From an optimization exercise on the open Yosys and OpenROAD flow, aimed at small area, a short achievable clock period and few clock cycles per item; shortcuts taken in it are not production practice. In this exercise RTL edits were held to simulation tests only and were not proved equivalent to the original.

## branch umber
==> flow/design.v <==
module pfe_gamma (
    input  wire        clk,
    input  wire        rst,
    input  wire        in_valid,
    output wire        in_ready,
    input  wire        in_sel,
    input  wire [31:0] in_pix,
    output reg         out_valid,
    input  wire        out_ready,
    output reg  [31:0] out_pix
);
    localparam [9:0] PIPE = 10'b1000100100;
    reg [7:0] lut_s2l [0:255];
    reg [7:0] lut_l2s [0:255];
    initial begin
        $readmemh("pfe_gamma_s2l.hex", lut_s2l);
        $readmemh("pfe_gamma_l2s.hex", lut_l2s);
    end
    reg        sk_valid;
    reg [31:0] sk_pix;
    reg        rdy;                  
    wire       adv = !sk_valid;
    assign in_ready = rdy;
    reg        s0_valid;
    reg        s0_sel;
    reg [31:0] s0_pix;
    always @(posedge clk) begin
        if (rst)
            s0_valid <= 1'b0;
        else if (adv)
            s0_valid <= in_valid;
    end
    always @(posedge clk)
        if (adv) begin
            s0_sel <= in_sel;
            s0_pix <= in_pix;
        end
    wire [9:0]  ctl [0:10];
    wire [24:0] chs [0:10][0:2];
    assign ctl[0] = {s0_valid, s0_sel, s0_pix[31:24]};
    genvar i, k, j;
    generate
        for (i = 0; i < 3; i = i + 1) begin : g_pre
            wire [7:0] a   = s0_pix[31:24];
            wire [7:0] c   = s0_pix[8*i +: 8];
            wire [7:0] lo  = 8'd0 - c;                  
            wire [7:0] hi  = (c == 8'd0) ? 8'd0 : ~lo;  
            wire       sat = (hi >= a);                 
            assign chs[0][i] = {sat, lo, 8'd0, hi};
        end
        for (k = 0; k <= 9; k = k + 1) begin : g_b
            wire [9:0]  c_in = ctl[k];
            wire [9:0]  c_q;
            wire [24:0] d_q [0:2];
            if (PIPE[k]) begin : g_reg
                reg        v;
                reg [8:0]  cr;
                reg [24:0] dr [0:2];
                always @(posedge clk) begin
                    if (rst)
                        v <= 1'b0;
                    else if (adv)
                        v <= c_in[9];
                end
                always @(posedge clk)
                    if (adv) begin
                        cr    <= c_in[8:0];
                        dr[0] <= chs[k][0];
                        dr[1] <= chs[k][1];
                        dr[2] <= chs[k][2];
                    end
                assign c_q = {v, cr};
                assign d_q[0] = dr[0];
                assign d_q[1] = dr[1];
                assign d_q[2] = dr[2];
            end else begin : g_wire
                assign c_q = c_in;
                assign d_q[0] = chs[k][0];
                assign d_q[1] = chs[k][1];
                assign d_q[2] = chs[k][2];
            end
            assign ctl[k+1] = c_q;
            wire [7:0] a  = c_q[7:0];
            wire [7:0] na = ~a;
            for (i = 0; i < 3; i = i + 1) begin : g_ch
                wire       sat = d_q[i][24];
                wire [7:0] lo  = d_q[i][23:16];
                wire [7:0] q   = d_q[i][15:8];
                wire [7:0] r   = d_q[i][7:0];
                if (k < 8) begin : g_row
                    wire [8:0] x = {r, lo[7-k]};
                    wire [8:0] cy;
                    wire [7:0] d;
                    assign cy[0] = 1'b1;
                    for (j = 0; j < 8; j = j + 1) begin : g_bit
                        assign d[j]    = x[j] ^ na[j] ^ cy[j];
                        assign cy[j+1] = (x[j] & na[j]) | (x[j] & cy[j]) | (na[j] & cy[j]);
                    end
                    wire qb = x[8] | cy[8];
                    wire [7:0] qn = q | (qb << (7 - k));
                    assign chs[k+1][i] = {sat, lo, qn, qb ? d : x[7:0]};
                end else if (k == 8) begin : g_lut
                    wire [7:0] u = q | {8{sat}};
                    wire [7:0] t = c_q[8] ? lut_l2s[u] : lut_s2l[u];
                    assign chs[k+1][i] = {17'd0, t};
                end else begin : g_mul
                    assign chs[k+1][i] = d_q[i];
                end
            end
        end
    endgenerate
    wire [7:0] pa = ctl[10][7:0];
    wire [7:0] res [0:2];
    generate
        for (i = 0; i < 3; i = i + 1) begin : g_pm
            wire [7:0] t = chs[10][i][7:0];
            wire [7:0] s  [0:7];
            wire [7:0] cv [0:7];
            for (j = 0; j < 8; j = j + 1) begin : g_r0
                assign s[0][j]  = t[j] & ~pa[0];
                assign cv[0][j] = t[j] & pa[0];
            end
            for (k = 1; k < 8; k = k + 1) begin : g_rows
                for (j = 0; j < 8; j = j + 1) begin : g_cols
                    wire pp = t[j] & pa[k];
                    wire x  = (j == 7) ? 1'b0 : s[k-1][j+1];
                    wire y  = cv[k-1][j];
                    assign s[k][j]  = pp ^ x ^ y;
                    assign cv[k][j] = (pp & x) | (pp & y) | (x & y);
                end
            end
            wire [8:0] fc;
            assign fc[0] = 1'b0;
            for (j = 0; j < 8; j = j + 1) begin : g_fin
                wire x = (j == 7) ? 1'b0 : s[7][j+1];
                wire y = cv[7][j];
                assign res[i][j] = x ^ y ^ fc[j];
                assign fc[j+1] = (x & y) | (x & fc[j]) | (y & fc[j]);
            end
        end
    endgenerate
    wire        p_valid = ctl[10][9];
    wire [31:0] p_pix   = {pa, res[2], res[1], res[0]};
    wire deliver = adv && p_valid;
    always @(posedge clk)
        if (adv)
            sk_pix <= p_pix;
    always @(posedge clk) begin
        if (rst) begin
            out_valid <= 1'b0;
            sk_valid  <= 1'b0;
            rdy       <= 1'b1;
        end else begin
            if (!out_valid || out_ready)
                out_valid <= sk_valid || deliver;
            sk_valid <= out_valid && !out_ready && (sk_valid || deliver);
            rdy      <= !(out_valid && !out_ready && (sk_valid || deliver));
        end
    end
    always @(posedge clk)
        if (!out_valid || out_ready)
            out_pix <= sk_valid ? sk_pix : p_pix;
endmodule
export LEC_CHECK = 0
export CAP_MARGIN = 20
export CORE_MARGIN = 2
export CORE_UTILIZATION = 40
export SLEW_MARGIN = 20
create_clock -name core_clock -period 45.0 [get_ports {clk}]
run.sh (not shown) runs the stock make flow with config.mk's settings and CLKGATE_MAP_FILE= SYNTH_SCRIPT=/design/flow/synth_recipe.tcl, a recipe that flattens the netlist after the stock synthesis.
Testbench counts of branch umber, summed over its fixed seeds: cycles 16,424, items 16,384.
Relative to branch umber, the following input files were edited for branch tundra:
diff --git a/flow/design.v b/flow/design.v
--- a/flow/design.v
+++ b/flow/design.v
@@ -10,5 +10,5 @@
     output reg  [31:0] out_pix
 );
-    localparam [9:0] PIPE = 10'b1000100100;
+    localparam [9:0] PIPE = 10'b1001010100;
     reg [7:0] lut_s2l [0:255];
     reg [7:0] lut_l2s [0:255];
Results
- branch tundra has completed all stages; timing, DRC and antenna checks passed.
- Summary: with branch umber as the reference, cell count of the worst reg-to-reg path in branch tundra moved down by more than a quarter.
- [compare] base=branch umber new=branch tundra: via count of the first global-routing pass saw a decrease; CTS buffer count went up; fraction of area in multi-input gates dropped 4.4 points.
- Compared with branch umber, branch tundra shows a lower wire length reported by the detailed router.
- Ratio of routed vias to standard cells sits lower in branch tundra than in branch umber.
Testbench counts of branch tundra, summed over its fixed seeds: cycles 16,432, items 16,384.

-- port drivers added, routing unchanged --
Ports are ideal in the flow. The routed layouts listed here were re-timed in OpenROAD. Step 1 (the two cells are an assumption about what drives the block):
set clk [get_ports {clk}]
set_driving_cell -lib_cell sky130_fd_sc_hd__clkbuf_16 $clk
set_driving_cell -lib_cell sky130_fd_sc_hd__buf_2 [delete_from_list [all_inputs] $clk]
Step 2 also shifts input and output timing later by t, the mid clock arrival at the registers, as if the neighbouring blocks saw the same clock. Three values: ideal, step 1, step 2; two values: the first two.
| run | t (ns) | slack for setup (ns) | worst setup path after step 2 |
|---|---|---|---|
| branch umber | 0.641 | 32.765 / 32.765 / 32.765 | register to register |
| branch tundra | 0.631 | 34.538 / 34.480 / 34.409 | input to register |
After both steps every run listed still meets setup and hold. The setup slack of branch tundra, which loses most, moves by -0.058 ns with the drivers and by -0.129 ns with both steps.
